This design comes from an exercise in tuning for small area, a short achievable clock period and few clock cycles per item on the open sky130 flow, not from production work.
In this exercise RTL edits were held to simulation tests only and were not proved equivalent to the original.
Power and IR drop assume default switching activity.

Setup of 04-14:
// conv3x3
module conv3x3 (
    input  wire         clk,
    input  wire         rst,
    input  wire         cfg_we,
    input  wire [3:0]   cfg_addr,
    input  wire [31:0]  cfg_wdata,
    input  wire         in_valid,
    output wire         in_ready,
    input  wire [143:0] in_pix,
    input  wire [8:0]   in_mask,
    output wire         out_valid,
    input  wire         out_ready,
    output wire [15:0]  out_pix
);
    localparam SW = 52;      
    localparam DM = 35;      
    localparam QW = 34;      
    localparam K_TOT = 2'd0;
    localparam K_WS  = 2'd1;
    localparam K_PIX = 2'd2;
    localparam D_IDLE = 2'd0;
    localparam D_ITER = 2'd1;
    localparam D_FIN  = 2'd2;
    reg [31:0] wt [0:8];
    reg [31:0] divisor;
    reg [31:0] threshold;
    reg        div_auto;
    reg        dyn_div;
    reg        lane16;
    integer n;
    always @(posedge clk) begin
        if (cfg_we) begin
            case (cfg_addr)
                4'd9:    divisor   <= cfg_wdata;
                4'd10:   threshold <= cfg_wdata;
                4'd11:   begin
                             div_auto <= cfg_wdata[0];
                             dyn_div  <= cfg_wdata[1];
                             lane16   <= cfg_wdata[2];
                         end
                default: begin
                             for (n = 0; n < 9; n = n + 1)
                                 if (cfg_addr == n) wt[n] <= cfg_wdata;
                         end
            endcase
        end
    end
    reg        active;        
    reg [1:0]  ph;            
    reg [3:0]  jj;            
    reg        cd_ok;         
    reg        in_ready_r;
    reg        dig_v;
    reg [1:0]  dig_kind;
    reg        dig_first;
    reg        dig_last;
    reg        dig_usew;
    reg [8:0]  d_one, d_two, d_neg;
  ...
Settings: LEC_CHECK=0, CAP_MARGIN=20, CORE_MARGIN=2, CORE_UTILIZATION=60, SLEW_MARGIN=20; clock period 12.5 ns.
standard.sh (not shown) runs the stock make flow with config.mk's settings and CLKGATE_MAP_FILE= SYNTH_SCRIPT=/design/flow/synth_recipe.tcl, a recipe that flattens the netlist after the stock synthesis.
==> flow/flow/run.sh <==
#!/bin/bash
# The standard layout (standard.sh, unchanged synthesis), with two changes in how it
# is made: timing repair aims for 8.15 ns of extra setup slack, so the resizer keeps
# improving paths past the 12.5 ns constraint, and clock tree synthesis clusters more
# sinks per leaf buffer and inserts no dummy loads. Each tool's output is in standard.log.
set -o pipefail
bash standard.sh SETUP_SLACK_MARGIN=8.15 \
  "CTS_ARGS=-sink_clustering_enable -repair_clock_nets -sink_clustering_size 25 -sink_clustering_max_diameter 90 -dont_use_dummy_load" \
  finish > standard.log 2>&1
Testbench counts of 04-14, summed over its fixed seeds: cycles 32,911, items 4,096.
### 04-14 -> 10-23
# 04-14
export LEC_CHECK = 0
export CAP_MARGIN = 20
export CORE_MARGIN = 2
export CORE_UTILIZATION = 60
export SLEW_MARGIN = 20
create_clock -name core_clock -period 12.5 [get_ports {clk}]
# 10-23
export LEC_CHECK = 0
export CAP_MARGIN = 20
export CORE_MARGIN = 2
export CORE_UTILIZATION = 60
export SLEW_MARGIN = 20
export TNS_END_PERCENT = 0
create_clock -name core_clock -period 12.5 [get_ports {clk}]
==> flow/flow/run.sh <==
#!/bin/bash
# The standard layout (standard.sh, unchanged synthesis), with two changes in how it
# is made: timing repair aims for 8 ns of extra setup slack, so the resizer keeps
# improving paths past the 12.5 ns constraint, and clock tree synthesis clusters more
# sinks per leaf buffer and inserts no dummy loads. Each tool's output is in standard.log.
set -o pipefail
bash standard.sh SETUP_SLACK_MARGIN=8 \
  "CTS_ARGS=-sink_clustering_enable -repair_clock_nets -sink_clustering_size 25 -sink_clustering_max_diameter 90 -dont_use_dummy_load" \
  finish > standard.log 2>&1
## What came out
Looking at the reports, 10-23 completed the entire flow and the layout it produced met the timing, DRC and antenna checks. Having completed the whole flow, 04-14 delivered a layout that passed the timing, DRC and antenna checks. On 10-23: met3 wire length is 1900 µm lower than what 04-14 gave. Diff 04-14 -> 10-23 | met3 usage in global routing | decrease of 1.4 points. From 04-14 to 10-23 the numbers moved as follows: clock power share shows an increase of 0.7 points, sequential share of layout area increased by 1.5 points relative to the old numbers. 10-23 against 04-14; static leakage is down by a few percent. The run showing the smaller power share of the combinational group is 10-23. Compared with 04-14, in 10-23 later-pin clock latency in the skew report neither gained nor lost much, overall routed net length shows a reduction of 2400 µm, power now smaller. Compared with 04-14, 10-23 has less setup slack. Of 10-23 and 04-14, it is 10-23 that has the higher detailed-routed wire length on met2.


Starting RTL as in the previous note.
// conv3x3
module conv3x3 (
    input  wire         clk,
    input  wire         rst,
    input  wire         cfg_we,
    input  wire [3:0]   cfg_addr,
    input  wire [31:0]  cfg_wdata,
    input  wire         in_valid,
    output wire         in_ready,
    input  wire [143:0] in_pix,
    input  wire [8:0]   in_mask,
    output wire         out_valid,
    input  wire         out_ready,
    output wire [15:0]  out_pix
);
Settings: LEC_CHECK=0, CAP_MARGIN=20, CORE_MARGIN=2, CORE_UTILIZATION=60, PLACE_DENSITY=0.75, SLEW_MARGIN=20; clock period 12.5 ns.
==> flow/flow/run.sh <==
#!/bin/bash
# The standard layout (standard.sh, unchanged synthesis), with two changes in how it
# is made: timing repair aims for 8 ns of extra setup slack, so the resizer keeps
# improving paths past the 12.5 ns constraint, and clock tree synthesis clusters more
# sinks per leaf buffer and inserts no dummy loads. Each tool's output is in standard.log.
set -o pipefail
bash standard.sh SETUP_SLACK_MARGIN=8 \
  "CTS_ARGS=-sink_clustering_enable -repair_clock_nets -sink_clustering_size 25 -sink_clustering_max_diameter 90 -dont_use_dummy_load" \
  finish > standard.log 2>&1
Testbench counts at the start, summed over its fixed seeds: cycles 32,911, items 4,096.
==> next run, changes <==
--- a/flow/config.mk
+++ b/flow/config.mk
@@ -10,3 +10,2 @@
 export CORE_UTILIZATION = 60
-export PLACE_DENSITY = 0.75
 export SLEW_MARGIN = 20
Result: The changed run produced a clean layout; synthesized cell count does not change; core utilization is lower by 0.51 points; final cell count hardly moves; first-iteration DRC count decreases by 19%; critical path depth falls by 1.

## port drivers added, routing unchanged
No port has a modelled driver above. Below, the same layouts with a new extraction and two added sets of constraints. Step 1 sets driving cells, clkbuf_16 on the clock port and buf_2 on the other inputs (assumed; they add their load-dependent delay and slew). Step 2 also shifts input and output timing later by t, the mid clock arrival at the registers, as if the neighbouring blocks saw the same clock. Three values: ideal ports, drivers, drivers and shift; two values: the first two.
run | t, ns | slack for setup (ns) | slew at the worst register clock pin (ns) | pins driven straight from the clock port
04-14 | 0.724 | 7.872 / 7.872 / 7.527 | 0.11 / 0.11 | 1
10-23 | 0.722 | 7.713 / 7.713 / 7.097 | 0.11 / 0.11 | 1
the first run of note 2 | 0.700 | 7.903 / 7.903 / 7.448 | 0.10 / 0.10 | 1
the second run of note 2 | 0.706 | 7.928 / 7.928 / 7.439 | 0.10 / 0.10 | 1
After both steps every run listed still meets setup and hold. The setup slack of 10-23, which loses most, moves by 0.000 ns with the drivers and by -0.616 ns with both steps.
